Background: an optimization exercise with open tools, aiming at small area, a short achievable clock period and few clock cycles. Do not read the settings as production practice. The RTL was checked by simulation tests, not by an equivalence proof against the original design. Power and IR drop assume default switching activity.

[flow/run.sh]
#!/bin/bash
# Layout flow: the standard ORFS flow (standard.sh) with two changes.
#  - The timing repair is asked to leave extra setup slack, so that the
#    layout's paths are repaired well below the design's clock period.
#    The constraints (clock period, I/O delays, loads) are the design's own.
#  - After placement, each register that drives an output port's buffer is
#    moved next to that buffer and the placement is legalized again
#    (flow/move_out_regs.tcl), before clock tree synthesis and routing.
# Each step writes its full output to a log file of its own here.
set -euo pipefail
MARGIN=${SETUP_MARGIN_NS:-11.0}
RES=orfs/results/sky130hd/morse_keyer/base
bash standard.sh SETUP_SLACK_MARGIN=$MARGIN place > orfs_place.log 2>&1
ODB_IN=$RES/3_place.odb ODB_OUT=$RES/3_place.odb \
    openroad -no_init -exit flow/move_out_regs.tcl > move_out_regs.log 2>&1
bash standard.sh SETUP_SLACK_MARGIN=$MARGIN finish > orfs_finish.log 2>&1
[flow/move_out_regs.tcl]
# Move each register that drives an output port's buffer next to that
# buffer, then legalize. Reads and rewrites the given odb.
read_db $::env(ODB_IN)
set block [ord::get_db_block]
set moved 0
foreach bterm [$block getBTerms] {
  if {[$bterm getIoType] ne "OUTPUT"} { continue }
  set net [$bterm getNet]
  if {$net eq "NULL"} { continue }
  set buf ""
  foreach it [$net getITerms] { if {[$it isOutputSignal]} { set buf [$it getInst] } }
  if {$buf eq ""} { continue }
  set innet ""
  foreach it [$buf getITerms] { if {[$it isInputSignal]} { set innet [$it getNet] } }
  if {$innet eq "" || $innet eq "NULL"} { continue }
  set drv ""
  foreach it [$innet getITerms] { if {[$it isOutputSignal]} { set drv [$it getInst] } }
  if {$drv eq ""} { continue }
  set m [[$drv getMaster] getName]
  if {![string match "*df*" $m]} { continue }
  set loc [$buf getLocation]
  $drv setLocation [lindex $loc 0] [lindex $loc 1]
  incr moved
}
puts "moved $moved registers"
detailed_placement
check_placement
write_db $::env(ODB_OUT)
[standard.sh]
#!/bin/bash
# synth_recipe.tcl (not shown) runs the flow's synth.tcl, then flattens the netlist and writes it again
# the make line also repeats each setting of config.mk as NAME=value (left out here)
make -C /OpenROAD-flow-scripts/flow DESIGN_CONFIG=/design/flow/config.mk WORK_HOME=/design/flow/orfs CLKGATE_MAP_FILE= SYNTH_SCRIPT=/design/flow/synth_recipe.tcl "${@:-finish}"
[config.mk]
export PLATFORM = sky130hd
export DESIGN_NAME = morse_keyer
export DESIGN_NICKNAME = morse_keyer
export VERILOG_FILES = /design/flow/design.v
export SDC_FILE = /design/flow/constraint.sdc
export NUM_CORES = 4
export LEC_CHECK = 0
export CAP_MARGIN = 20
export CORE_MARGIN = 2
export CORE_UTILIZATION = 60
export CTS_CLUSTER_DIAMETER = 100
export CTS_CLUSTER_SIZE = 22
export SLEW_MARGIN = 20
[constraint.sdc]
create_clock -name core_clock -period 15.0 [get_ports {clk}]
set_input_delay 3.0000 -clock core_clock [delete_from_list [all_inputs] [get_ports {clk}]]
set_output_delay 3.0000 -clock core_clock [all_outputs]
set_load 0.01 [all_outputs]
[design.v]
module morse_keyer (
    input  wire        clk,
    input  wire        rst,           
    input  wire        cmd_valid,
    input  wire [7:0]  cmd_data,
    output wire        cmd_ready,
    output reg         rsp_valid,
    output reg  [7:0]  rsp_code,
    output reg  [31:0] rsp_value,
    output wire        tx_out,
    output wire        ind_out,
    output wire        transmit,
    output wire        busy,
    output wire [3:0]  key_state
);
    localparam [7:0] OP_TICK      = 8'h01;
    localparam [7:0] OP_CONFIGURE = 8'h02;
    localparam [7:0] OP_SEND      = 8'h03;
    localparam [7:0] OP_RESET     = 8'h04;
    localparam [7:0] OP_SET_PRE   = 8'h05;
    localparam [7:0] OP_SET_DUAL  = 8'h06;
    localparam [7:0] OP_SET_TXEN  = 8'h07;
    localparam [7:0] OP_SET_REP   = 8'h08;
    localparam [7:0] OP_READ      = 8'h09;
    localparam [7:0] OP_LOOKUP    = 8'h0A;
    localparam [7:0] RC_OK          = 8'd0;
    localparam [7:0] RC_TOO_LONG    = 8'd1;
    localparam [7:0] RC_BAD_SPEED   = 8'd2;
    localparam [7:0] RC_NOT_ENC     = 8'd3;
    localparam [7:0] RC_BAD_OPERAND = 8'd4;
    localparam [7:0] RC_ILLEGAL_OP  = 8'd5;
    localparam [3:0] S_IDLE     = 4'd0;
    localparam [3:0] S_PREAMBLE = 4'd1;
    localparam [3:0] S_DIT      = 4'd2;
    localparam [3:0] S_DAH      = 4'd3;
    localparam [3:0] S_DITDLY   = 4'd4;
    localparam [3:0] S_DAHDLY   = 4'd5;
    localparam [3:0] S_CHARGAP  = 4'd6;
    localparam [3:0] S_WORDGAP  = 4'd7;
    localparam [3:0] S_REPEAT   = 4'd8;
    localparam [3:0] S_EOM      = 4'd9;
    localparam [7:0] EOC       = 8'h7F;
    localparam [7:0] WORDSPACE = 8'hFF;
    localparam integer TS = 17;
    localparam integer TN = 15;
    localparam integer WK = 4;           
    localparam integer LW = 5;            
    localparam integer HW = 4;            
    localparam [LW-1:0] LO_TOP = TS - 1;
    localparam [HW-1:0] HI_TOP = TN - 1;
    localparam [8*64-1:0] ROM_TAB = {
        8'h35, 8'h7F, 8'h7F, 8'h7F, 8'h7F, 8'hC7, 8'hB7, 8'h97,
        8'h6F, 8'h17, 8'h2F, 8'hBF, 8'h0F, 8'h4F, 8'hD7, 8'h67,
        8'hEF, 8'h9F, 8'hDF, 8'h47, 8'hAF, 8'h77, 8'h1F, 8'h07,
        8'hCF, 8'h27, 8'h3F, 8'h8F, 8'hA7, 8'h87, 8'h5F, 8'h69,
        8'h31, 8'h7F, 8'h8B, 8'h7F, 8'hA9, 8'hE1, 8'hF3, 8'hE3,
        8'hC3, 8'h83, 8'h03, 8'h0B, 8'h1B, 8'h3B, 8'h7B, 8'hFB,
        8'h93, 8'h55, 8'h85, 8'hCD, 8'h53, 8'h7F, 8'hB5, 8'hB3,
        8'h79, 8'h43, 8'h7F, 8'h12, 8'h7F, 8'h49, 8'hAD, 8'hFF};
    function [7:0] rom_byte;
        input [5:0] idx;
        begin
            rom_byte = ROM_TAB[8*idx +: 8];
        end
    endfunction
    function [5:0] char_idx;
        input [7:0] c;
        begin
            if (!c[7] && (c[6] != c[5]))
                char_idx = {c[6], c[4:0]};
            else
                char_idx = 6'd3;
        end
    endfunction
    reg [31:0] tick_q;
    reg [31:0] rem_q;         
    reg [15:0] unit_q;
    reg [31:0] wpm_q;
    reg [9:0]  st_q;          
    reg [3:0]  key_state_q;   
    reg [7:0]  msg_len_q;
    reg [7:0]  cursor_q;
    reg [7:0]  chars_q;
    reg [7:0]  stream_q;
    reg        started_q;
    reg        busy_q;
    reg        run_q;         
    reg        pre_en_q;
    reg        dual_q;
    reg        txen_q;
    reg [7:0]  repeat_q;
    wire s_idle = st_q[S_IDLE];
    wire s_pre  = st_q[S_PREAMBLE];
    wire s_dit  = st_q[S_DIT];
    wire s_dah  = st_q[S_DAH];
    wire s_gap  = st_q[S_DITDLY] | st_q[S_DAHDLY] | st_q[S_CHARGAP] | st_q[S_WORDGAP];
    wire s_rep  = st_q[S_REPEAT];
    wire s_eom  = st_q[S_EOM];
    wire [3:0] state_bin = {st_q[8] | st_q[9],
                            st_q[4] | st_q[5] | st_q[6] | st_q[7],
                            st_q[2] | st_q[3] | st_q[6] | st_q[7],
                            st_q[1] | st_q[3] | st_q[5] | st_q[7] | st_q[9]};
    reg transmit_q, tx_out_q, ind_out_q;
    assign transmit  = transmit_q;
    assign tx_out    = tx_out_q;
    assign ind_out   = ind_out_q;
    assign busy      = busy_q;
    assign key_state = key_state_q;
    reg rst_q;
    always @(posedge clk) rst_q <= rst;
    reg  [7:0] b0_q, b1_q;
    reg        v0_q, v1_q;
    reg        rdy_q;
    wire       stall;
    wire       take = v0_q & ~stall;       
    wire       byte_in = cmd_valid & rdy_q;
    wire       v1_d = !rst_q && v0_q && !take && (v1_q || byte_in);
    assign cmd_ready = rdy_q;
    always @(posedge clk) begin
        rdy_q <= !rst && !v1_d;
        if (rst_q) begin
            v0_q <= 1'b0;
            v1_q <= 1'b0;
        end else if (!v0_q || take) begin
            if (v1_q) begin
                b0_q <= b1_q;
                v0_q <= 1'b1;
                v1_q <= 1'b0;
            end else begin
                b0_q <= cmd_data;
                v0_q <= byte_in;
            end
        end else if (!v1_q) begin
            b1_q <= cmd_data;
            v1_q <= byte_in;
        end
    end
    localparam [1:0] R_OP   = 2'd0;
    localparam [1:0] R_ARG  = 2'd1;
    localparam [1:0] R_TEXT = 2'd2;
    localparam [1:0] R_SKIP = 2'd3;
    reg [1:0]  rx_q;
    reg [3:0]  op_q;          
    reg [1:0]  acnt_q;        
    reg [15:0] tcnt_q;        
    reg        tnul_q;        
    function [2:0] arg_len;
        input [7:0] op;
        begin
            case (op)
                OP_CONFIGURE: arg_len = 3'd4;
                OP_SEND:      arg_len = 3'd2;
                OP_SET_PRE, OP_SET_DUAL, OP_SET_TXEN,
                OP_SET_REP, OP_READ, OP_LOOKUP: arg_len = 3'd1;
                default:      arg_len = 3'd0;
            endcase
        end
    endfunction
    wire        at_op    = (rx_q == R_OP);
    wire        last_arg = (rx_q == R_ARG) && (acnt_q == 2'd0);
    wire [15:0] send_n   = {b0_q, tcnt_q[7:0]};    
    wire        last_txt = ((rx_q == R_TEXT) || (rx_q == R_SKIP)) && (tcnt_q == 16'd1);
    wire ex_op   = at_op && (arg_len(b0_q) == 3'd0);
    wire ex_arg  = last_arg && ((op_q != OP_SEND[3:0]) || (send_n == 16'd0));
    wire ex_any  = ex_op || ex_arg || last_txt;
    wire [7:0] ex_code = at_op ? b0_q : {4'd0, op_q};
    wire is_tick = at_op && (b0_q == OP_TICK);
    wire is_conf = at_op && (b0_q == OP_CONFIGURE);
    wire is_read = last_arg && (op_q == OP_READ[3:0]);
    wire txt_byte = (rx_q == R_TEXT);
    wire text_wr  = txt_byte && !tnul_q && (b0_q != 8'd0);
    reg [6*255-1:0] ring_q;
    reg [HW-1:0] d0_hi;
    reg [LW-1:0] d0_lo;
    reg [HW-1:0] df_hi;
    reg [LW-1:0] df_lo;
    reg          wfirst_q;    
    wire      d0_lo_z = (d0_lo == {LW{1'b0}});
    wire      df_lo_z = (df_lo == {LW{1'b0}});
    wire [HW-1:0] d0_hi_dec = (d0_hi == {HW{1'b0}}) ? HI_TOP : d0_hi - 1'b1;
    wire [HW-1:0] df_hi_dec = (df_hi == {HW{1'b0}}) ? HI_TOP : df_hi - 1'b1;
    wire [HW-1:0] d0_hi_nx = d0_lo_z ? d0_hi_dec : d0_hi;
    wire [LW-1:0] d0_lo_nx = d0_lo_z ? LO_TOP : d0_lo - 1'b1;
    wire [LW:0]   dk_lo_s  = {1'b0, d0_lo_nx} + WK;
    wire          dk_wrap  = (dk_lo_s >= TS);
    wire [LW-1:0] dk_lo    = dk_wrap ? dk_lo_s - TS : dk_lo_s[LW-1:0];
    wire [HW-1:0] dk_hi    = !dk_wrap ? d0_hi_nx : (d0_hi_nx == HI_TOP) ? {HW{1'b0}} : d0_hi_nx + 1'b1;
    reg [8*WK-1:0] win_q;      
    reg [WK-1:0]   wval_q;     
    reg [7:0]      wf_q;       
    wire       w_complete = (wf_q == msg_len_q);
    wire [7:0] c0 = win_q[7:0];
    wire [7:0] c1 = win_q[15:8];
    wire       ae0 = w_complete && !wval_q[0];
    wire       ae1 = w_complete && wval_q[0] && !wval_q[1];
    wire       w_ok = w_complete || wval_q[1];
    reg [5:0] tap_q;
    reg       tapv_q;
    reg [5:0] tap_nx;
    integer ti;
    always @* begin
        tap_nx = 6'd0;
        for (ti = 0; ti < TN; ti = ti + 1)
            if (df_hi == ti[HW-1:0])
                tap_nx = ring_q[6*(TS*ti+1) +: 6];
    end
    reg loading_q;            
    wire [18:0] u1 = {3'd0, unit_q - 16'd1};
    wire [18:0] u3 = {1'b0, unit_q, 2'b00} + ~{3'd0, unit_q};
    wire [18:0] u7 = {unit_q, 3'b000} + ~{3'd0, unit_q};
    wire [4:0]  rep_m     = (repeat_q > 8'd30) ? 5'd30 : repeat_q[4:0];
    reg  [20:0] rep_ticks;    
    always @* begin
        case (rep_m)
            5'd0:  rep_ticks = 21'd0;
            5'd1:  rep_ticks = 21'd59999;
            5'd2:  rep_ticks = 21'd119999;
            5'd3:  rep_ticks = 21'd179999;
            5'd4:  rep_ticks = 21'd239999;
            5'd5:  rep_ticks = 21'd299999;
            5'd6:  rep_ticks = 21'd359999;
            5'd7:  rep_ticks = 21'd419999;
            5'd8:  rep_ticks = 21'd479999;
            5'd9:  rep_ticks = 21'd539999;
            5'd10: rep_ticks = 21'd599999;
            5'd11: rep_ticks = 21'd659999;
            5'd12: rep_ticks = 21'd719999;
            5'd13: rep_ticks = 21'd779999;
            5'd14: rep_ticks = 21'd839999;
            5'd15: rep_ticks = 21'd899999;
            5'd16: rep_ticks = 21'd959999;
            5'd17: rep_ticks = 21'd1019999;
            5'd18: rep_ticks = 21'd1079999;
            5'd19: rep_ticks = 21'd1139999;
            5'd20: rep_ticks = 21'd1199999;
            5'd21: rep_ticks = 21'd1259999;
            5'd22: rep_ticks = 21'd1319999;
            5'd23: rep_ticks = 21'd1379999;
            5'd24: rep_ticks = 21'd1439999;
            5'd25: rep_ticks = 21'd1499999;
            5'd26: rep_ticks = 21'd1559999;
            5'd27: rep_ticks = 21'd1619999;
            5'd28: rep_ticks = 21'd1679999;
            5'd29: rep_ticks = 21'd1739999;
            default: rep_ticks = 21'd1799999;
        endcase
    end
    reg rep_ge;
    always @* begin
        case (rep_m)
            5'd1:    rep_ge = (unit_q <= 16'd8571);
            5'd2:    rep_ge = (unit_q <= 16'd17142);
            5'd3:    rep_ge = (unit_q <= 16'd25714);
            5'd4:    rep_ge = (unit_q <= 16'd34285);
            5'd5:    rep_ge = (unit_q <= 16'd42857);
            5'd6:    rep_ge = (unit_q <= 16'd51428);
            5'd7:    rep_ge = (unit_q <= 16'd59999);
            default: rep_ge = 1'b1;
        endcase
    end
    wire [20:0] rep_dur   = rep_ge ? rep_ticks : {2'd0, u7};
    wire        rep_zero  = (repeat_q == 8'd0);
    reg         exp_q;        
    reg [3:0]  n_state;
    reg        n_move;        
    reg [7:0]  n_stream;
    reg        n_started;
    reg        n_busy;
    reg        n_pre_en;
    reg        n_len_clr;
    reg        n_cur_clr;
    reg [1:0]  n_cur_inc;
    reg        n_chars_inc;
    reg        n_chars_clr;
    reg [1:0]  n_dsel;        
    reg        n_enter;
    reg        n_rewind;      
    reg        n_wclr;
    reg        do_decide;
    reg        do_fetch;
    reg        do_element;
    always @* begin
        n_state     = S_IDLE;
        n_move      = 1'b0;
        n_stream    = stream_q;
        n_started   = started_q;
        n_busy      = busy_q;
        n_pre_en    = pre_en_q;
        n_len_clr   = 1'b0;
        n_cur_clr   = 1'b0;
        n_cur_inc   = 2'd0;
        n_chars_inc = 1'b0;
        n_chars_clr = 1'b0;
        n_dsel      = 2'd0;
        n_enter     = 1'b0;
        n_rewind    = 1'b0;
        n_wclr      = 1'b0;
        do_decide   = 1'b0;
        do_fetch    = 1'b0;
        do_element  = 1'b0;
        if (s_idle) begin
            do_decide = run_q;
        end else if (exp_q) begin
            if (s_pre) begin
                n_pre_en  = 1'b0;
                do_decide = txen_q;
                if (!txen_q) begin n_state = S_IDLE; n_move = 1'b1; end
            end
            if (s_dit || s_dah) begin
                n_move = 1'b1;
                if (stream_q != EOC) begin
                    n_state = s_dit ? S_DITDLY : S_DAHDLY;
                    n_dsel  = 2'd0;
                    n_enter = 1'b1;
                end else begin
                    n_chars_inc = 1'b1;
                    if (ae1) begin
                        n_cur_inc = 2'd1;
                        if (rep_zero) begin
                            n_state = S_EOM;
                            n_dsel  = 2'd2;
                        end else begin
                            n_state  = S_REPEAT;
                            n_dsel   = 2'd3;
                            n_rewind = 1'b1;
                        end
                        n_enter = 1'b1;
                    end else if (c1 == WORDSPACE) begin
                        n_cur_inc = 2'd2;
                        n_state   = S_WORDGAP;
                        n_dsel    = 2'd2;
                        n_enter   = 1'b1;
                    end else begin
                        n_cur_inc = 2'd1;
                        n_state   = S_CHARGAP;
                        n_dsel    = 2'd1;
                        n_enter   = 1'b1;
                    end
                end
            end
            if (s_gap) begin
                do_decide = txen_q;
                if (!txen_q) begin n_state = S_IDLE; n_move = 1'b1; end
            end
            if (s_eom) begin
                n_len_clr   = 1'b1;
                n_cur_clr   = 1'b1;
                n_chars_clr = 1'b1;
                n_stream    = EOC;
                n_started   = 1'b0;
                n_busy      = 1'b0;
                n_state     = S_IDLE;
                n_move      = 1'b1;
                n_wclr      = 1'b1;
            end
            if (s_rep) begin
                n_cur_clr   = 1'b1;
                n_chars_clr = 1'b1;
                n_stream    = EOC;
                n_started   = 1'b0;
                do_decide   = txen_q;
                if (!txen_q) begin n_state = S_IDLE; n_move = 1'b1; end
            end
        end
        if (do_decide) begin
            if (!n_started) begin
                n_started = 1'b1;
                if (n_pre_en) begin
                    n_state = S_PREAMBLE;
                    n_move  = 1'b1;
                    n_dsel  = 2'd2;
                    n_enter = 1'b1;
                end else begin
                    do_fetch = 1'b1;
                end
            end else if (n_stream == EOC) begin
                do_fetch = 1'b1;
            end else begin
                do_element = 1'b1;
            end
        end
        if (do_fetch) begin
            n_move = 1'b1;
            if (ae0) begin
                if (rep_zero) begin
                    n_state = S_EOM;
                    n_dsel  = 2'd2;
                end else begin
                    n_state  = S_REPEAT;
                    n_dsel   = 2'd3;
                    n_rewind = 1'b1;
                end
                n_enter = 1'b1;
            end else if (c0 == WORDSPACE) begin
                n_cur_inc = 2'd1;
                n_stream  = EOC;
                n_state   = S_WORDGAP;
                n_dsel    = 2'd2;
                n_enter   = 1'b1;
            end else if (c0 == EOC) begin
                n_cur_inc = 2'd1;
                n_stream  = EOC;
                n_state   = S_IDLE;
            end else begin
                n_stream   = c0;
                do_element = 1'b1;
            end
        end
        if (do_element) begin
            n_state  = n_stream[7] ? S_DAH : S_DIT;
            n_move   = 1'b1;
            n_dsel   = n_stream[7] ? 2'd1 : 2'd0;
            n_enter  = 1'b1;
            n_stream = {n_stream[6:0], 1'b1};
        end
    end
    reg [20:0] n_dur;
    always @* begin
        case (n_dsel)
            2'd0: n_dur = {2'd0, u1};
            2'd1: n_dur = {2'd0, u3};
            2'd2: n_dur = {2'd0, u7};
            default: n_dur = rep_dur;
        endcase
    end
    wire tick_needs_win = s_idle || exp_q;
    reg         div_busy_q;
    reg [4:0]   div_cnt_q;        
    reg [23:0]  div_r_q;          
    reg [15:0]  div_q_q;          
    reg         div_ovf_q;        
    wire [31:0] cw      = {b0_q, div_r_q};    
    wire        f_sign  = cw[31];
    wire [7:0]  f_exp   = cw[30:23];
    wire [22:0] f_frac  = cw[22:0];
    wire        f_invalid = ((f_exp == 8'hFF) && (f_frac != 23'd0)) || f_sign ||
                            ((f_exp == 8'd0) && (f_frac == 23'd0));
    wire        f_zero_q  = (f_exp >= 8'd138);    
    wire        f_sat     = (f_exp <= 8'd119);
    wire [4:0]  f_steps   = 8'd138 - f_exp;           
    wire [23:0] div_m    = {1'b1, wpm_q[22:0]};
    wire [24:0] div_t    = {div_r_q, 1'b0};
    wire [25:0] div_sub  = {1'b0, div_t} - {2'b0, div_m};
    wire        div_ge   = !div_sub[25];
    wire text_slot_ok = wfirst_q || (df_hi == {HW{1'b0}} && df_lo_z);
    assign stall = (is_tick && (div_busy_q || (tick_needs_win && !w_ok))) ||
                   ((is_conf || is_read) && div_busy_q) ||
                   (text_wr && !text_slot_ok);
    wire do_tick = take && is_tick;
    wire do_ex   = take && ex_any;
    wire [31:0] add_s    = tick_q + (at_op ? 32'd1 : rem_q);
    wire [31:0] end_tick = add_s;
    wire [31:0] status_word = {20'd0, state_bin, 1'b0, txen_q, dual_q, pre_en_q,
                               tx_out_q, ind_out_q, transmit_q, busy_q};
    reg  [31:0] read_val;
    always @* begin
        case (b0_q[3:0])
            4'd0: read_val = status_word;
            4'd1: read_val = tick_q;
            4'd2: read_val = {24'd0, chars_q};
            4'd3: read_val = {16'd0, unit_q};
            4'd4: read_val = wpm_q;
            4'd5: read_val = {24'd0, repeat_q};
            4'd6: read_val = {24'd0, cursor_q};
            4'd7: read_val = {24'd0, msg_len_q};
            4'd8: read_val = end_tick;
            default: read_val = {23'd0, started_q, stream_q};
        endcase
    end
    wire [5:0]  wr_idx   = char_idx(b0_q);
    wire        rom_b0   = loading_q || ((rx_q == R_ARG) && (op_q == OP_LOOKUP[3:0]));
    wire [7:0]  rom_out  = rom_byte(rom_b0 ? wr_idx : tap_q);
    wire [7:0]  wr_code  = rom_out;
    wire [7:0]  tap_code = rom_out;
    wire [7:0]  lookup_b = rom_out;      
    reg  [7:0]  rsp_code_d;
    reg  [31:0] rsp_value_d;
    always @* begin
        rsp_code_d  = RC_OK;
        rsp_value_d = 32'd0;
        case (ex_code)
            OP_TICK, OP_RESET, OP_SET_REP: ;
            OP_CONFIGURE: if (f_invalid) rsp_code_d = RC_BAD_SPEED;
            OP_SEND:      if (rx_q == R_SKIP) rsp_code_d = RC_TOO_LONG;
            OP_SET_PRE, OP_SET_DUAL, OP_SET_TXEN:
                          if (b0_q > 8'd1) rsp_code_d = RC_BAD_OPERAND;
            OP_READ: begin
                if (b0_q > 8'd9) rsp_code_d = RC_BAD_OPERAND;
                else             rsp_value_d = read_val;
            end
            OP_LOOKUP: begin
                if (lookup_b == EOC) rsp_code_d = RC_NOT_ENC;
                else                 rsp_value_d = {24'd0, lookup_b};
            end
            default: rsp_code_d = RC_ILLEGAL_OP;
        endcase
    end
    wire        wr_char  = take && text_wr;
    wire [1:0]  w_shift  = do_tick ? n_cur_inc : 2'd0;
    wire [WK-1:0] wval_sh = (w_shift == 2'd1) ? (wval_q >> 1) :
                            (w_shift == 2'd2) ? (wval_q >> 2) : wval_q;
    wire        tap_cap  = !rom_b0 && tapv_q && df_lo_z && !w_complete && !wval_q[WK-1];
    wire [WK-1:0] cap_pos = wval_sh ^ {wval_sh[WK-2:0], 1'b1};    
    reg  [8*WK-1:0] win_sh;
    always @* begin
        case (w_shift)
            2'd1:    win_sh = win_q >> 8;
            2'd2:    win_sh = win_q >> 16;
            default: win_sh = win_q;
        endcase
    end
    wire ex_send  = do_ex && (ex_code == OP_SEND) && (rx_q != R_SKIP);
    wire ex_reset = do_ex && (ex_code == OP_RESET);
    wire ex_txen  = do_ex && (ex_code == OP_SET_TXEN) && (b0_q <= 8'd1);
    wire ex_dual  = do_ex && (ex_code == OP_SET_DUAL) && (b0_q <= 8'd1);
    wire tick_mv  = do_tick && n_move;
    wire to_idle  = ex_send || ex_reset;
    reg [9:0] n_st_oh;
    always @* begin
        n_st_oh = 10'd0;
        n_st_oh[n_state] = 1'b1;
    end
    wire [3:0] key_d   = tick_mv ? n_state : to_idle ? S_IDLE : key_state_q;
    wire [9:0] st_d    = tick_mv ? n_st_oh : to_idle ? 10'd1 : st_q;
    wire       busy_d  = do_tick ? n_busy : ex_send ? 1'b1 : ex_reset ? 1'b0 : busy_q;
    wire       txen_d  = ex_txen ? b0_q[0] : txen_q;
    wire       dual_d  = ex_dual ? b0_q[0] : dual_q;
    wire       kdown_d = st_d[S_PREAMBLE] | st_d[S_DIT] | st_d[S_DAH];
    wire       trans_d = kdown_d & txen_d;
    always @(posedge clk) begin
        ring_q <= {(wr_char ? wr_idx : ring_q[5:0]), ring_q[6*255-1:6]};
        tap_q  <= tap_nx;
        rsp_code  <= rsp_code_d;
        rsp_value <= rsp_value_d;
    end
    integer wi;
    always @(posedge clk) begin
        if (rst_q) begin
            transmit_q  <= 1'b0;
            tx_out_q    <= 1'b0;
            ind_out_q   <= 1'b0;
            exp_q       <= 1'b1;
            rx_q        <= R_OP;
            loading_q   <= 1'b0;
            wfirst_q    <= 1'b1;
            d0_hi       <= {HW{1'b0}};
            d0_lo       <= {LW{1'b0}};
            df_hi       <= {HW{1'b0}};
            df_lo       <= {LW{1'b0}};
            tapv_q      <= 1'b0;
            wval_q      <= {WK{1'b0}};
            wf_q        <= 8'd0;
            div_busy_q  <= 1'b0;
            rsp_valid   <= 1'b0;
            tick_q      <= 32'd0;
            rem_q       <= 32'd0;
            unit_q      <= 16'd60;
            wpm_q       <= 32'h41A00000;
            st_q        <= 10'd1;
            key_state_q <= S_IDLE;
            msg_len_q   <= 8'd0;
            cursor_q    <= 8'd0;
            chars_q     <= 8'd0;
            stream_q    <= EOC;
            started_q   <= 1'b0;
            busy_q      <= 1'b0;
            run_q       <= 1'b0;
            pre_en_q    <= 1'b0;
            dual_q      <= 1'b0;
            txen_q      <= 1'b1;
            repeat_q    <= 8'd0;
        end else begin
            st_q        <= st_d;
            key_state_q <= key_d;
            busy_q      <= busy_d;
            txen_q      <= txen_d;
            dual_q      <= dual_d;
            run_q       <= busy_d & txen_d;
            transmit_q  <= trans_d;
            tx_out_q    <= dual_d ? (busy_d & txen_d & !st_d[S_REPEAT]) : trans_d;
            ind_out_q   <= dual_d ? busy_d : trans_d;
            if (do_tick)
                exp_q <= n_enter ? ((n_dsel == 2'd0) && (unit_q == 16'd1)) : (rem_q == 32'd1);
            tapv_q      <= 1'b1;
            d0_lo <= d0_lo_nx;
            d0_hi <= d0_hi_nx;
            win_q  <= win_sh;
            wval_q <= wval_sh;
            if (df_lo_z) df_hi <= df_hi_dec;
            df_lo <= df_lo_z ? LO_TOP : df_lo - 1'b1;
            if (tap_cap) begin
                for (wi = 0; wi < WK; wi = wi + 1)
                    if (cap_pos[wi]) win_q[8*wi +: 8] <= tap_code;
                wval_q <= {wval_sh[WK-2:0], 1'b1};
                wf_q   <= wf_q + 8'd1;
                df_hi  <= df_hi;
                df_lo  <= df_lo;
            end
            rsp_valid <= do_ex && !rst;
            if (div_busy_q) begin
                if (div_cnt_q != 5'd0) begin
                    div_cnt_q <= div_cnt_q - 5'd1;
                    div_r_q   <= div_ge ? div_sub[23:0] : div_t[23:0];
                    div_q_q   <= {div_q_q[14:0], div_ge};
                    div_ovf_q <= div_ovf_q | div_q_q[15];
                end else begin
                    unit_q     <= div_ovf_q ? 16'hFFFF : (div_q_q == 16'd0) ? 16'd1 : div_q_q;
                    div_busy_q <= 1'b0;
                end
            end
            if (take) begin
                case (rx_q)
                    R_OP: begin
                        op_q   <= b0_q[3:0];
                        acnt_q <= arg_len(b0_q) - 3'd1;
                        if (arg_len(b0_q) != 3'd0) rx_q <= R_ARG;
                    end
                    R_ARG: begin
                        tcnt_q[7:0] <= b0_q;
                        if (op_q == OP_CONFIGURE[3:0]) div_r_q <= {b0_q, div_r_q[23:8]};
                        acnt_q <= acnt_q - 2'd1;
                        if (acnt_q == 2'd0) begin
                            rx_q <= R_OP;
                            if (op_q == OP_SEND[3:0]) begin
                                tcnt_q <= send_n;
                                tnul_q <= 1'b0;
                                if (send_n > 16'd255) begin
                                    rx_q <= R_SKIP;
                                end else if (send_n != 16'd0) begin
                                    rx_q      <= R_TEXT;
                                    loading_q <= 1'b1;
                                    msg_len_q <= 8'd0;    
                                    wfirst_q  <= 1'b1;
                                    wval_q    <= {WK{1'b0}};
                                    wf_q      <= 8'd0;
                                end
                            end
                        end
                    end
                    default: begin    
                        tcnt_q <= tcnt_q - 16'd1;
                        if (tcnt_q == 16'd1) rx_q <= R_OP;
                        if (b0_q == 8'd0) tnul_q <= 1'b1;
                        if (text_wr) begin
                            msg_len_q <= msg_len_q + 8'd1;
                            wfirst_q <= 1'b0;
                            df_hi    <= {HW{1'b0}};
                            df_lo    <= {LW{1'b0}};
                            tapv_q   <= 1'b0;
                            if (wfirst_q) begin
                                d0_hi <= HI_TOP;
                                d0_lo <= LO_TOP;
                            end
                            if (msg_len_q < WK) begin
                                for (wi = 0; wi < WK; wi = wi + 1)
                                    if (msg_len_q == wi[7:0]) win_q[8*wi +: 8] <= wr_code;
                                wval_q <= {wval_q[WK-2:0], 1'b1};
                                wf_q   <= msg_len_q + 8'd1;
                            end
                        end
                    end
                endcase
            end
            if (do_ex) begin
                case (ex_code)
                    OP_TICK: begin
                        tick_q    <= add_s;
                        stream_q  <= n_stream;
                        started_q <= n_started;
                        pre_en_q  <= n_pre_en;
                        cursor_q  <= (n_cur_clr ? 8'd0 : cursor_q) + {6'd0, n_cur_inc};
                        if (n_chars_clr)      chars_q <= 8'd0;
                        else if (n_chars_inc) chars_q <= chars_q + 8'd1;
                        if (n_len_clr) msg_len_q <= 8'd0;
                        rem_q <= n_enter ? {11'd0, n_dur} : rem_q - 32'd1;
                        if (n_wclr) begin
                            wval_q <= {WK{1'b0}};
                            wf_q   <= 8'd0;
                        end
                        if (n_rewind) begin
                            wval_q <= {WK{1'b0}};
                            wf_q   <= 8'd0;
                            df_hi  <= d0_hi_nx;
                            df_lo  <= d0_lo_nx;
                            tapv_q <= 1'b0;
                        end
                    end
                    OP_CONFIGURE: begin
                        if (!f_invalid) begin
                            wpm_q <= cw;
                            if (f_zero_q) begin
                                unit_q <= 16'd1;
                            end else if (f_sat) begin
                                unit_q <= 16'hFFFF;
                            end else begin
                                div_busy_q  <= 1'b1;
                                div_cnt_q   <= f_steps;
                                div_r_q     <= 24'd4915200;
                                div_q_q     <= 16'd0;
                                div_ovf_q   <= 1'b0;
                            end
                        end
                    end
                    OP_SEND: begin
                        loading_q <= 1'b0;
                        if (rx_q == R_TEXT && (msg_len_q + {7'd0, text_wr}) > WK) begin
                            df_hi  <= dk_hi;
                            df_lo  <= dk_lo;
                            tapv_q <= 1'b0;
                        end
                        if (rx_q != R_SKIP) begin
                            if (rx_q != R_TEXT) msg_len_q <= 8'd0;    
                            cursor_q  <= 8'd0;
                            chars_q   <= 8'd0;
                            stream_q  <= EOC;
                            started_q <= 1'b0;
                            if (rx_q != R_TEXT) begin
                                wval_q <= {WK{1'b0}};
                                wf_q   <= 8'd0;
                            end
                        end
                    end
                    OP_RESET: begin
                        msg_len_q <= 8'd0;
                        cursor_q  <= 8'd0;
                        chars_q   <= 8'd0;
                        stream_q  <= EOC;
                        started_q <= 1'b0;
                        wval_q    <= {WK{1'b0}};
                        wf_q      <= 8'd0;
                    end
                    OP_SET_PRE: begin
                        if (b0_q <= 8'd1) pre_en_q <= b0_q[0];
                    end
                    OP_SET_REP: begin
                        repeat_q <= b0_q;
                    end
                    default: ;
                endcase
            end
        end
    end
endmodule
==> qor.csv, run 1 <==
metric;value;unit
status;timing/DRC/antenna clean;
most common cell in the synthesized netlist;sky130_fd_sc_hd__dfxtp_1;
RSZ-0062 raised after global routing;yes;
most instantiated flip-flop cell in the synthesis netlist;sky130_fd_sc_hd__dfxtp_1;
cell type group with the largest total delay on the critical path;flip-flops;
area added between synthesis and finish;10.0;%
sort of element at the start of the critical path;flip-flop;
sequential fraction of design power;59.3;%
share of final-layout standard cells stronger than drive strength 1;9.90;%
list of most frequent post-synthesis cells;sky130_fd_sc_hd__dfxtp_1, sky130_fd_sc_hd__nor2_1, sky130_fd_sc_hd__nand2_1;
Static Leak;24.9;nW
synthesized flop and latch total;1908;
via count of the first global-routing pass;34200;
Post-Route Setup TNS;0;ps
worst-case vdd ir drop;0.000176;V
number of core rows;114;
relative contribution of combinational cells to total power;9.3;%
post-CTS clock slew at the launch and capture registers of the worst setup and hold paths;90;ps
Max transition margin;35.2;%
Bufs and invs on worst path;1;
worst-case clock skew;49.7;ps
clk latency of the worst-skew pair;730;ps
Inst Count DP;6207;
shortest period the worst path allows;4170;ps
Crit Path Category;flip-flop to output port;
required time at the worst-slack endpoint;12000;ps
PD cells;137;mW/mm2
synthesized netlist cell count;5040;
switching power as a share of total power;24.3;%
wire length of the first global-routing pass;204000;um
combined area of all synthesized cells;0.0580;mm2
Overall Power;8.78;mW
initial DRC count;3735;
CTS tree;yes;
post-DP HPWL;89500;um
Critical Path Sink Type;output port;
highest achievable clock rate;240;MHz
number of buffers created by CTS;98;
number of distinct library cells after synthesis;100;
top-level I/O count;61;
switching power total;2.13;mW
CTS H-tree depth;3;
wire length per cell after detailed routing;21.0;um
overflow left after global routing;0;
post-synth top area share;61.8;%
total routed wirelength;135000;um
IO Port Bufs;55;
launch instance of the worst min-delay path;ring_q[94];
share of flip-flops with an asynchronous set or reset after synthesis;0;%
Core Box Area;0.0963;mm2
worst stage delay on the critical path;360;ps
portion of the post-synthesis area used by sequential elements;67.8;%
Die Span X;315;um
number of nets in the finished design;5267;
initial standard-cell utilization of the core;60.3;%
final hold violations;0;
total number of vias;36600;
hold buffer count at CTS;0;
routed wl met3;9540;um
critical-path cell with the highest stage delay;sky130_fd_sc_hd__dfxtp_4;
antenna violations before repair;7;
Final setup viols;0;
cell accounting for the most synthesized area;sky130_fd_sc_hd__dfxtp_1;
maximum number of pins on one net before global-route repair;74;
number of standard cells in the final layout excluding fillers;6419;
highest metal layer used by the detailed router;met4;
max_cap viols;0;
metal2 WL;57500;um
count of clock tree sinks;1908;
top cells by area in the synthesized netlist;sky130_fd_sc_hd__dfxtp_1, sky130_fd_sc_hd__edfxtp_1, sky130_fd_sc_hd__ha_1, sky130_fd_sc_hd__a21oi_1, sky130_fd_sc_hd__nor2_1;
transition time at the pin with the least slew margin;966;ps
residual antenna-violating net count after detailed routing;0;
first-pass detailed-route iteration total;7;
total global-route track usage;26.6;%
first element of the critical path;tx_out_q;
DRC;0;
weighted congestion reported at the end of routability-driven placement;0.947;
detail-routed via count per cell;5.71;
DRT met1 WL;63200;um
number of enable flip-flop cells after synthesis;117;
fraction of power consumed by the clock network;31.4;%
cell internal pwr;6.65;mW
Post-Synthesis Mean Instance Area;11.5;um2
maximum buffer depth of the clock tree;3;
critical path cell sequence;buf_6;
Max Fanout on Critical Path;2;
CTS root buffer;sky130_fd_sc_hd__clkbuf_16;
number of max-slew violations in the final report;0;
worst hold path type;flip-flop to flip-flop;
Final period util;27.8;%
FF-to-FF Start;b0_q[1];
warnings from Yosys;1;
y dimension of the die;315;um
die outline area;0.0992;mm2
CP arrival;1170;ps
==> final timing paths <==
| path | slack (ps) | cells after the start | end |
|---|---|---|---|
| setup reg to reg | 11030 | 12 | rem_q[10] |
| setup / recovery | 10830 | 1 | tx_out |
| hold reg to reg | 310 | 0 | ring_q[88] |
| hold / removal | 310 | 0 | ring_q[88] |
==> state kept, by name (all words and copies together) (netlist names), 5 cells and up, named ones only <==
register	flops
b0_q	8
b1_q	8
chars_q	8
cursor_q	8
d0_lo	5
df_lo	5
div_cnt_q	5
div_q_q	16
div_r_q	24
msg_len_q	8
rem_q	32
repeat_q	8
ring_q	1530
rsp_value	32
st_q	10
stream_q	8
tap_q	6
tcnt_q	16
tick_q	32
unit_q	16
wf_q	8
win_q	32
wpm_q	32
==> per-layer routing <==
metal / vias to the layer above / track usage [%]
li1: 17600 / -
met1: 17500 / 39.9
met2: 1301 / 39.7
met3: 251 / 3.99
met4: 0 / 8.08
met5: - / 0
==> power groups by stage <==
stage	Sequential, mW	Combinational, mW	Clock, mW
after floorplan	5.30	0.502	0
after global placement	5.32	0.759	0
after detailed placement	5.33	0.760	0
after CTS	5.20	0.785	2.82
after global routing	5.21	0.889	3.00
final	5.21	0.816	2.76
==> placed cells by master (no fill, tap or decap), types with 35 or more instances in the layout <==
master                      netlist  routed
sky130_fd_sc_hd__a211oi_1        43      39
sky130_fd_sc_hd__a21oi_1        328     320
sky130_fd_sc_hd__a22oi_1         54      54
sky130_fd_sc_hd__a31oi_1         72      71
sky130_fd_sc_hd__and2_1          49      47
sky130_fd_sc_hd__and3_1          40      39
sky130_fd_sc_hd__buf_4            5     110
sky130_fd_sc_hd__buf_6            2      40
sky130_fd_sc_hd__clkbuf_16        0      98
sky130_fd_sc_hd__dfxtp_1       1791    1743
sky130_fd_sc_hd__dfxtp_2          0      37
sky130_fd_sc_hd__edfxtp_1       117     117
sky130_fd_sc_hd__ha_1           139     130
sky130_fd_sc_hd__inv_1          117     110
sky130_fd_sc_hd__mux2i_1         70      67
sky130_fd_sc_hd__nand2_1        393     389
sky130_fd_sc_hd__nand3_1         78      75
sky130_fd_sc_hd__nor2_1         410     399
sky130_fd_sc_hd__nor3_1         106     100
sky130_fd_sc_hd__nor4_1          41      40
sky130_fd_sc_hd__o211ai_1        36      36
sky130_fd_sc_hd__o21ai_0        210     205
sky130_fd_sc_hd__o21ai_1         33      36
sky130_fd_sc_hd__o22ai_1         38      36
sky130_fd_sc_hd__or3_1           36      35
sky130_fd_sc_hd__xnor2_1         95      95
sky130_fd_sc_hd__xor2_1          56      56
==> timing repair <==
item / in CTS / in global routing
pin swaps: 15 / 21
setup endpoints to repair: 331 / 164
resized for setup: 314 / 97
cloned: 1 / 2
setup buffers: 42 / 36
==> metrics by stage <==
stage	utilization (%)	setup slack, ps	hold WS [ps]	instance area [um2]
after floorplan	-	11000	310	58100
after global routing	66.3	10790	321	63800
after CTS	65.6	10800	313	63100
after global placement	62.1	9770	310	59800
final	66.3	10830	307	63900
after detailed placement	62.1	9700	312	59800
==> cell type report <==
| cell class | count | area, um2 |
|---|---|---|
| sequential | 1908 | 39500 |
| fill | 7313 | 32400 |
| multi-input combinational | 2800 | 18000 |
| clock buffer | 117 | 2520 |
| tap | 1276 | 1600 |
| timing repair buffer | 182 | 1590 |
| inverter | 122 | 467 |
| clock inverter | 13 | 231 |
| antenna | 1 | 2.50 |
==> cells by family after synthesis <==
kind of cell               count (synthesis)  share of synthesized area [%]
AOI/OAI and AO/OA                       1076                           11.8
xor gates and xnor gates                 151                           2.28
adders and majority gates                144                           3.17
buffers and inverters                    339                           2.31
DFF                                     1908                           67.8
muxes                                     99                           1.87
other                                      1                        0.00646
and+or+nand+nor                         1322                           10.7
Testbench counts, summed over its fixed seeds: cycles 144,014.
==> inputs of run 2 (changes only) <==
--- a/flow/run.sh
+++ b/flow/run.sh
@@ -8,7 +8,7 @@
 #    (flow/move_out_regs.tcl), before clock tree synthesis and routing.
 # Each step writes its full output to a log file of its own here.
 set -euo pipefail
-MARGIN=${SETUP_MARGIN_NS:-11.0}
+MARGIN=${SETUP_MARGIN_NS:-10.92}
 RES=orfs/results/sky130hd/morse_keyer/base
 bash standard.sh SETUP_SLACK_MARGIN=$MARGIN place > orfs_place.log 2>&1
 ODB_IN=$RES/3_place.odb ODB_OUT=$RES/3_place.odb \
==> qor.csv, run 2 <==
metric;value;unit
simple logic cell fraction of the synthesized area;10.7;%
path depth of the worst reg2reg path;14;
number of enable flip-flop cells after synthesis;117;
Final period util;27.8;%
required time at the worst-slack endpoint;12000;ps
Final setup viols;0;
commonest cells after routing, fill and taps aside;sky130_fd_sc_hd__dfxtp_1, sky130_fd_sc_hd__nor2_1, sky130_fd_sc_hd__nand2_1;
share of flip-flops with an asynchronous set or reset after synthesis;0;%
total routed wirelength;134000;um
area added between synthesis and finish;9.98;%
maximum number of pins on one net before global-route repair;78;
cell accounting for the most synthesized area;sky130_fd_sc_hd__dfxtp_1;
number of nets in the finished design;5264;
worst stage delay on the critical path;350;ps
Core Box Area;0.0963;mm2
IO Port Bufs;55;
number of core rows;114;
share of final-layout standard cells stronger than drive strength 1;9.67;%
Post-Synthesis Mean Instance Area;11.5;um2
flip-flop count of the largest register after layout;1530;
Worst Hold End;ring_q[218];
fill cell instance count of the final layout;7435;
worst-case vdd ir drop;0.000150;V
final hold violations;0;
overflow left after global routing;0;
wire length of the first global-routing pass;205000;um
worst hold path type;flip-flop to flip-flop;
fraction of synthesized area in multiplexers;1.87;%
highest achievable clock rate;240;MHz
y dimension of the die;315;um
CTS root buffer;sky130_fd_sc_hd__clkbuf_16;
clk latency of the worst-skew pair;720;ps
cell type group with the largest total delay on the critical path;flip-flops;
PD cells;139;mW/mm2
synthesized flop and latch total;1908;
adder-cell share of the synthesized area;3.17;%
combined area of all synthesized cells;0.0580;mm2
sort of element at the start of the critical path;flip-flop;
transition time at the pin with the least slew margin;1130;ps
multi-input logic area;0.0179;mm2
share of the synthesized netlist area taken by xor and xnor gates;2.28;%
worst-case clock skew;46.5;ps
post-CTS clock slew at the launch and capture registers of the worst setup and hold paths;90;ps
maximum buffer depth of the clock tree;3;
weighted congestion reported at the end of routability-driven placement;0.959;
number of buffers created by CTS;99;
post-synth top area share;61.8;%
residual antenna-violating net count after detailed routing;0;
synthesized netlist cell count;5040;
critical path cell sequence;buf_6;
combinational family with the most area after synthesis;compound AO/OA/AOI/OAI gates;
warnings from Yosys;1;
first-pass detailed-route iteration total;6;
DRC;0;
Crit Path Category;flip-flop to output port;
total area of sequential cells;0.0394;mm2
slack of the worst reg-to-reg path;10970;ps
shortest period the worst path allows;4170;ps
critical-path cell with the highest stage delay;sky130_fd_sc_hd__dfxtp_4;
fraction of the mapped netlist area in compound gates;11.8;%
most common cell in the synthesized netlist;sky130_fd_sc_hd__dfxtp_1;
Die Span X;315;um
max_cap viols;0;
Static Leak;25.0;nW
detail-routed via count per cell;5.71;
top cells by area in the synthesized netlist;sky130_fd_sc_hd__dfxtp_1, sky130_fd_sc_hd__edfxtp_1, sky130_fd_sc_hd__ha_1, sky130_fd_sc_hd__a21oi_1, sky130_fd_sc_hd__nor2_1;
status;timing/DRC/antenna clean;
FF-to-FF Start;b0_q[6];
Critical Path Sink Type;output port;
number of cells on the worst hold path;0;
portion of the post-synthesis area used by sequential elements;67.8;%
Max Fanout on Critical Path;2;
launch instance of the worst min-delay path;ring_q[224];
initial standard-cell utilization of the core;60.3;%
worst flop-to-flop path endpoint;rem_q[4];
Post-Route Setup TNS;0;ps
number of distinct library cells after synthesis;100;
Max transition margin;24.2;%
Overall Power;8.84;mW
RSZ-0062 raised after global routing;yes;
list of most frequent post-synthesis cells;sky130_fd_sc_hd__dfxtp_1, sky130_fd_sc_hd__nor2_1, sky130_fd_sc_hd__nand2_1;
total global-route track usage;26.7;%
CP arrival;1170;ps
count of clock tree sinks;1908;
via count of the first global-routing pass;34300;
Bufs and invs on worst path;1;
most instantiated flip-flop cell in the synthesis netlist;sky130_fd_sc_hd__dfxtp_1;
number of max-slew violations in the final report;0;
post-DP HPWL;90000;um
CTS tree;yes;
top register by number of flip-flops;ring_q;
initial DRC count;3514;
top-level I/O count;61;
antenna violations before repair;8;
die outline area;0.0992;mm2
CTS H-tree depth;3;
most common library cell in the layout ignoring fill and taps;sky130_fd_sc_hd__dfxtp_1;
total number of vias;36600;
wire length per cell after detailed routing;20.9;um
==> run 2: cell types whose count changed in the layout (fill, tap and decap cells not counted), sizes merged <==
cell,previous run,this run
diode,1,2
clkinvlp,1,2
a21oi,331,330
clkbuf,118,116
inv,119,120
buf,171,169
clkinv,15,14
bufinv,0,3
==> run 2: timing repair <==
item                       4_1_cts  5_1_grt
resized for setup              295       97
setup endpoints to repair      243      159
hold buffers                     0        0
pin swaps                       12       10
setup buffers                   32       33
cloned                           1        3
==> run 2: cell type report <==
type / instances / area share, %
diodes: 2 / 0.00784
repair buffers: 179 / 2.37
inverters: 122 / 0.731
multi-input cells: 2799 / 28.1
clock buffers: 116 / 4.00
well taps: 1276 / 2.50
clock inverters: 17 / 0.518
flip-flops and latches: 1908 / 61.8
==> run 2: per-stage QoR <==
step | util (%) | cells | cell area [um2] | worst slack [ps] | hold slack [ps]
after CTS | 65.6 | 6381 | 63100 | 10790 | 310
after global routing | 66.3 | 6417 | 63800 | 10790 | 313
after global placement | 62.1 | 6215 | 59800 | 10000 | 310
final | 66.3 | 6419 | 63800 | 10830 | 302
after detailed placement | 62.1 | 6215 | 59800 | 9920 | 312
after floorplan | - | 5044 | 58000 | 10930 | 310
==> run 2: cells by family after synthesis <==
family,count (synthesis)
mux,99
other cells,1
flops,1908
xor+xnor,151
compound gates,1076
simple gates,1322
buf+inv,339
fa+ha+maj,144
==> run 2: worst max-delay path by stage <==
| stage | end | cells after the start | slack, ps | startpoint |
|---|---|---|---|---|
| 3_5_place_dp | win_q[10] | 15 | 9920 | rx_q[1] |
| 5_1_grt | rsp_value[29] | 1 | 10790 | rsp_value[29] |
| 6_report | busy | 1 | 10830 | busy_q |
| 2_1_floorplan | win_q[16] | 16 | 10930 | b0_q[0] |
| 4_1_cts | rsp_code[0] | 1 | 10790 | rsp_code[0] |
| 3_3_place_gp | win_q[16] | 15 | 10000 | rx_q[1] |
==> run 2: layer usage <==
| metal | global-route usage [%] | vias up | wire, um |
|---|---|---|---|
| met5 | 0 | - | 21 |
| met4 | 8.71 | 4 | 4330 |
| met3 | 4.64 | 224 | 9640 |
| met2 | 39.5 | 1269 | 57300 |
| met1 | 39.7 | 17500 | 62900 |
| li1 | - | 17600 | - |
==> run 2: power breakdown <==
part           leakage (nW)  internal [mW]  switching, mW
sequential             15.6           5.15         0.0492
combinational          8.03          0.285          0.538
clock                  1.39           1.28           1.54

==> port drivers added, routing unchanged <==
The flow's constraints put no driver on any port. The routed layouts listed below were extracted and timed again, unchanged, in two steps.
Step 1 (the two cells are an assumption about what drives the block):
set clk [get_ports {clk}]
set_driving_cell -lib_cell sky130_fd_sc_hd__clkbuf_16 $clk
set_driving_cell -lib_cell sky130_fd_sc_hd__buf_2 [delete_from_list [all_inputs] $clk]
Step 2 moves the port delays by t, midway between the first and last clock arrival at a register: inputs arrive t later, outputs are due t later. That takes back most of the time a late clock gives input paths.
Slacks: ideal / step 1 / step 2; pairs: ideal / step 1.
| run | t, ns | setup slack, ns | hold slack, ns | worst data-port slew with drivers (ns) | pins driven straight from the clock port |
|---|---|---|---|---|---|
| run 1 | 0.782 | 10.835 / 10.759 / 10.508 | 0.307 / 0.307 / 0.307 | 0.03 | 1 |
| run 2 | 0.768 | 10.832 / 10.762 / 10.566 | 0.302 / 0.302 / 0.302 | 0.04 | 1 |
After both steps setup and hold are still met in every run listed. For run 1, which loses most, drivers alone change the setup slack by -0.076 ns; drivers and shift together by -0.327 ns.
